Background: an optimization exercise with open tools, aiming at small area. Do not read the settings as production practice.
The RTL was checked by simulation tests, not by an equivalence proof against the original design.

==> flow/design.v (excerpt) <==
module ddscopex_can_codec (
    input  wire        clk,
    input  wire        rst,
    input  wire        ms_tick,
    input  wire        cmd_valid,
    input  wire [15:0] cmd,
    input  wire [31:0] data,
    output wire        cmd_ready,
    output wire        rsp_valid,
    output wire [3:0]  rsp_code,
    output wire [31:0] result,
    output wire        busy,
    output wire        tx_valid,
    output wire [10:0] tx_id,
    output wire        tx_rtr,
    output wire [3:0]  tx_dlc,
    output wire [63:0] tx_data,
    input  wire        tx_ready,
    input  wire        tx_ok,
    input  wire        rx_valid,
    input  wire [10:0] rx_id,
    input  wire        rx_rtr,
    input  wire [3:0]  rx_dlc,
    input  wire [63:0] rx_data,
    output wire        rx_ready
);
export LEC_CHECK = 0
export ABC_AREA = 1
export CAP_MARGIN = 20
export CORE_MARGIN = 2
export CORE_UTILIZATION = 50
export SLEW_MARGIN = 20
create_clock -name core_clock -period 50.0 [get_ports {clk}]
standard.sh (not shown) runs the stock make flow with config.mk's settings and CLKGATE_MAP_FILE= SYNTH_SCRIPT=/design/flow/synth_recipe.tcl, a recipe that flattens the netlist after the stock synthesis.
==> flow/flow/run.sh <==
#!/bin/bash
# Own layout flow: the standard ORFS flow with
#  - an area-oriented ABC mapping script in place of ORFS's abc_area.script,
#  - port buffers of the smallest buffer cell,
#  - clock tree synthesis without dummy loads.
# Each ORFS step writes its full log under orfs/logs; make's output goes to
# orfs_make.log.
set -euo pipefail
W=$(pwd)
rm -rf "$W/scripts_area"
cp -r "$FLOW_HOME/scripts" "$W/scripts_area"
cp "$W/flow/abc_area.script" "$W/scripts_area/abc_area.script"
bash "$W/standard.sh" SCRIPTS_DIR="$W/scripts_area" \
    "BUFFER_PORTS_ARGS=-buffer_cell sky130_fd_sc_hd__buf_1" \
    "CTS_ARGS=-sink_clustering_enable -repair_clock_nets -dont_use_dummy_load" \
    finish > "$W/orfs_make.log" 2>&1
==> flow/flow/abc_area.script <==
strash
&get -n
&st
&dch -f
&nf -a -R 1000
&st
&dch -f
&nf -a -R 1000
&st
&dch -f
&nf -a -R 1000
&put
topo
stime -c
Edit:
==> flow/flow/run.sh (replaced) <==
#!/bin/bash
# Own layout flow: the standard ORFS flow with
#  - an area-oriented ABC mapping script in place of ORFS's abc_area.script,
#  - adders left to ABC (no ADDER_MAP_FILE full/half-adder cell mapping),
#  - port buffers of the smallest buffer cell,
#  - clock tree synthesis without dummy loads.
# Registers are the standard synthesis's: only the combinational mapping
# changes. Each ORFS step writes its full log under orfs/logs; make's output
# goes to orfs_make.log.
set -euo pipefail
W=$(pwd)
rm -rf "$W/scripts_area"
cp -r "$FLOW_HOME/scripts" "$W/scripts_area"
cp "$W/flow/abc_area.script" "$W/scripts_area/abc_area.script"
bash "$W/standard.sh" SCRIPTS_DIR="$W/scripts_area" ADDER_MAP_FILE= \
    "BUFFER_PORTS_ARGS=-buffer_cell sky130_fd_sc_hd__buf_1" \
    "CTS_ARGS=-sink_clustering_enable -repair_clock_nets -dont_use_dummy_load" \
    finish > "$W/orfs_make.log" 2>&1
==> flow/flow/abc_area.script (replaced) <==
strash
dch -f
amap
strash
dch -f
amap
strash
dch -f
amap
topo
stime -c
=> Setup slack gains 0.73 ns. First-iteration DRC count rises by 43%.


Another version of the RTL of ddscopex_can_codec (not shown whole).
Size in the first run: about 2300 cells after synthesis, about 260 I/O pins, ~15000 sq um of cells after synthesis.
// ddscopex_can_codec
module ddscopex_can_codec (
    input  wire        clk,
    input  wire        rst,
    input  wire        ms_tick,
    input  wire        cmd_valid,
    input  wire [15:0] cmd,
    input  wire [31:0] data,
    output wire        cmd_ready,
    output wire        rsp_valid,
    output wire [3:0]  rsp_code,
    output wire [31:0] result,
    output wire        busy,
    output wire        tx_valid,
    output wire [10:0] tx_id,
    output wire        tx_rtr,
    output wire [3:0]  tx_dlc,
    output wire [63:0] tx_data,
    input  wire        tx_ready,
    input  wire        tx_ok,
    input  wire        rx_valid,
    input  wire [10:0] rx_id,
    input  wire        rx_rtr,
    input  wire [3:0]  rx_dlc,
    input  wire [63:0] rx_data,
    output wire        rx_ready
);
==> flow/config.mk <==
export PLATFORM = sky130hd
export DESIGN_NAME = ddscopex_can_codec
export DESIGN_NICKNAME = ddscopex_can_codec
export VERILOG_FILES = /design/flow/design.v
export SDC_FILE = /design/flow/constraint.sdc
export NUM_CORES = 4
export LEC_CHECK = 0
export ABC_AREA = 1
export CAP_MARGIN = 0
export CORE_MARGIN = 2
export CORE_UTILIZATION = 60
export SLEW_MARGIN = 0
==> flow/constraint.sdc <==
create_clock -name core_clock -period 50.0 [get_ports {clk}]
set_input_delay 10.0000 -clock core_clock [delete_from_list [all_inputs] [get_ports {clk}]]
set_output_delay 10.0000 -clock core_clock [all_outputs]
set_load 0.01 [all_outputs]
==> flow/flow/run.sh <==
#!/bin/bash
# Own layout flow: the standard ORFS flow with
#  - an area-oriented ABC mapping script in place of ORFS's abc_area.script,
#  - adders left to ABC (no ADDER_MAP_FILE full/half-adder cell mapping),
#  - port buffers of the smallest buffer cell,
#  - clock tree synthesis with clkbuf_8 buffers, larger sink clusters and
#    without dummy loads.
# Registers are the standard synthesis's: only the combinational mapping
# changes. Each ORFS step writes its full log under orfs/logs; make's output
# goes to orfs_make.log.
set -euo pipefail
W=$(pwd)
rm -rf "$W/scripts_area"
cp -r "$FLOW_HOME/scripts" "$W/scripts_area"
cp "$W/flow/abc_area.script" "$W/scripts_area/abc_area.script"
bash "$W/standard.sh" SCRIPTS_DIR="$W/scripts_area" ADDER_MAP_FILE= \
    "BUFFER_PORTS_ARGS=-buffer_cell sky130_fd_sc_hd__buf_1" \
    "CTS_ARGS=-sink_clustering_enable -repair_clock_nets -dont_use_dummy_load -buf_list sky130_fd_sc_hd__clkbuf_8 -sink_clustering_size 14 -sink_clustering_max_diameter 100" \
    finish > "$W/orfs_make.log" 2>&1
==> flow/flow/abc_area.script <==
strash
dch -f
amap
strash
dch -f
amap
strash
dch -f
amap
topo
stime -c
Then changed:
CORE_UTILIZATION = 50   (was 60)
GPL_TIMING_DRIVEN = 0   (was not set)
Outcome:
- wire length increases by 3.1%
- global-route usage shrinks by 6.7 points
- cell area rises by 0.67%
- worst setup slack is better by 0.27 ns
- via count came out lower by 2.5%
Then changed:
--- a/flow/flow/run.sh
+++ b/flow/flow/run.sh
@@ -4,5 +4,5 @@
 #  - adders left to ABC (no ADDER_MAP_FILE full/half-adder cell mapping),
 #  - port buffers of the smallest buffer cell,
-#  - clock tree synthesis with clkbuf_8 buffers, larger sink clusters and
+#  - clock tree synthesis with clkbuf_16 buffers, larger sink clusters and
 #    without dummy loads.
 # Registers are the standard synthesis's: only the combinational mapping
@@ -16,4 +16,4 @@
 bash "$W/standard.sh" SCRIPTS_DIR="$W/scripts_area" ADDER_MAP_FILE= \
     "BUFFER_PORTS_ARGS=-buffer_cell sky130_fd_sc_hd__buf_1" \
-    "CTS_ARGS=-sink_clustering_enable -repair_clock_nets -dont_use_dummy_load -buf_list sky130_fd_sc_hd__clkbuf_8 -sink_clustering_size 14 -sink_clustering_max_diameter 100" \
+    "CTS_ARGS=-sink_clustering_enable -repair_clock_nets -dont_use_dummy_load -buf_list sky130_fd_sc_hd__clkbuf_16 -sink_clustering_size 25 -sink_clustering_max_diameter 150" \
     finish > "$W/orfs_make.log" 2>&1
GPL_TIMING_DRIVEN = not set   (was 0)
Outcome: The new run passed the timing, design-rule and antenna checks. Cell count stays flat. Count of clock-buffer cells in the layout drops by 7. Sequential share of layout area hardly moves. Final area barely changes. First-iteration DRC count climbs by 3.9%. Synthesized cell count does not change. Clock skew barely changes. Worst hold slack is better by 0.0048 ns. Setup slack is better by 0.32 ns.
Then changed:
--- a/flow/flow/run.sh
+++ b/flow/flow/run.sh
@@ -4,5 +4,5 @@
 #  - adders left to ABC (no ADDER_MAP_FILE full/half-adder cell mapping),
 #  - port buffers of the smallest buffer cell,
-#  - clock tree synthesis with clkbuf_16 buffers, larger sink clusters and
+#  - clock tree synthesis with clkbuf_8 buffers, larger sink clusters and
 #    without dummy loads.
 # Registers are the standard synthesis's: only the combinational mapping
@@ -16,4 +16,4 @@
 bash "$W/standard.sh" SCRIPTS_DIR="$W/scripts_area" ADDER_MAP_FILE= \
     "BUFFER_PORTS_ARGS=-buffer_cell sky130_fd_sc_hd__buf_1" \
-    "CTS_ARGS=-sink_clustering_enable -repair_clock_nets -dont_use_dummy_load -buf_list sky130_fd_sc_hd__clkbuf_16 -sink_clustering_size 25 -sink_clustering_max_diameter 150" \
+    "CTS_ARGS=-sink_clustering_enable -repair_clock_nets -dont_use_dummy_load -buf_list sky130_fd_sc_hd__clkbuf_8 -sink_clustering_size 14 -sink_clustering_max_diameter 100" \
     finish > "$W/orfs_make.log" 2>&1
After rerunning:
- via count goes down slightly
- register-to-register slack improves by 0.02 ns
- fmax hardly moves
- routed wire length stays flat
Then changed:
==> flow/flow/abc_area.script (replaced) <==
strash
dch -f
amap -F 2 -A 8
strash
dch -f
amap -F 2 -A 8
strash
dch -f
amap -F 2 -A 8
topo
stime -c
=> The changed run completed with no timing, DRC or antenna violations. Worst setup slack gets better by 0.33 ns. Die area increases by 0.65%. Synthesized cell count decreases by 0.78%. Register-to-register slack gets worse by 0.06 ns. Routed wire length decreases by 0.47%. Cell count decreases by 0.70%. Flip-flop and latch count is unchanged. Cell area is about the same. Maximum frequency increases by 0.73%.
Then changed:
==> flow/flow/run.sh (replaced) <==
#!/bin/bash
# Own layout flow: the standard ORFS flow with
#  - an area-oriented ABC mapping script in place of ORFS's abc_area.script,
#  - adders left to ABC (no ADDER_MAP_FILE full/half-adder cell mapping),
#  - port buffers of the smallest buffer cell,
#  - clock tree synthesis with clkbuf_8 buffers and without dummy loads.
# Registers are the standard synthesis's: only the combinational mapping
# changes. Each ORFS step writes its full log under orfs/logs; make's output
# goes to orfs_make.log.
set -euo pipefail
W=$(pwd)
rm -rf "$W/scripts_area"
cp -r "$FLOW_HOME/scripts" "$W/scripts_area"
cp "$W/flow/abc_area.script" "$W/scripts_area/abc_area.script"
bash "$W/standard.sh" SCRIPTS_DIR="$W/scripts_area" ADDER_MAP_FILE= \
    "BUFFER_PORTS_ARGS=-buffer_cell sky130_fd_sc_hd__buf_1" \
    "CTS_ARGS=-sink_clustering_enable -repair_clock_nets -dont_use_dummy_load -buf_list sky130_fd_sc_hd__clkbuf_8" \
    finish > "$W/orfs_make.log" 2>&1
==> flow/flow/abc_area.script (replaced) <==
strash
dch -f
amap
strash
dch -f
amap
strash
dch -f
amap
topo
stime -c
CAP_MARGIN = 20   (was 0)
SLEW_MARGIN = 20   (was 0)
The new run passed the timing, design-rule and antenna checks.
Wire length is higher by 1.3%.
Clock-buffer cell count came out higher by 21.
Die area is lower by 0.65%.

==> afterwards: timing with drivers on the ports <==
The flow's constraints put no driver on any port. The routed layouts listed below were extracted and timed again, unchanged, in two steps. Step 1, drivers: a clkbuf_16 drives clk and a buf_2 each remaining input, both assumed. Step 2, shift: input delay + t, output delay - t, t = (earliest + latest rising clock arrival at the registers) / 2. This alone moves slack from input paths to output paths. Three values: ideal, step 1, step 2; two values: the first two.
| run | t, ns | setup slack, ns | hold WS [ns] | pins driven straight from the clock port |
|---|---|---|---|---|
| the first run of note 1 | 0.589 | 3.634 / 3.666 / 3.078 | 0.450 / 0.450 / 0.450 | 1 |
| the second run of note 1 | 0.583 | 4.367 / 4.401 / 3.817 | 0.492 / 0.492 / 0.492 | 1 |
| the first run of note 2 | 0.591 | 3.370 / 3.392 / 2.801 | 0.474 / 0.474 / 0.474 | 1 |
| the second run of note 2 | 0.602 | 3.641 / 3.661 / 3.059 | 0.462 / 0.462 / 0.462 | 1 |
| the third run of note 2 | 0.543 | 3.960 / 3.986 / 3.442 | 0.466 / 0.466 / 0.466 | 1 |
| the fourth run of note 2 | 0.579 | 3.996 / 4.017 / 3.438 | 0.465 / 0.465 / 0.465 | 1 |
| the fifth run of note 2 | 0.582 | 4.329 / 4.356 / 3.774 | 0.497 / 0.497 / 0.497 | 1 |
| the sixth run of note 2 | 0.589 | 3.923 / 3.947 / 3.358 | 0.457 / 0.457 / 0.457 | 1 |
After both steps setup and hold are still met in every run listed. The setup slack of the second run of note 2, which loses most, moves by +0.020 ns with the drivers and by -0.582 ns with both steps.
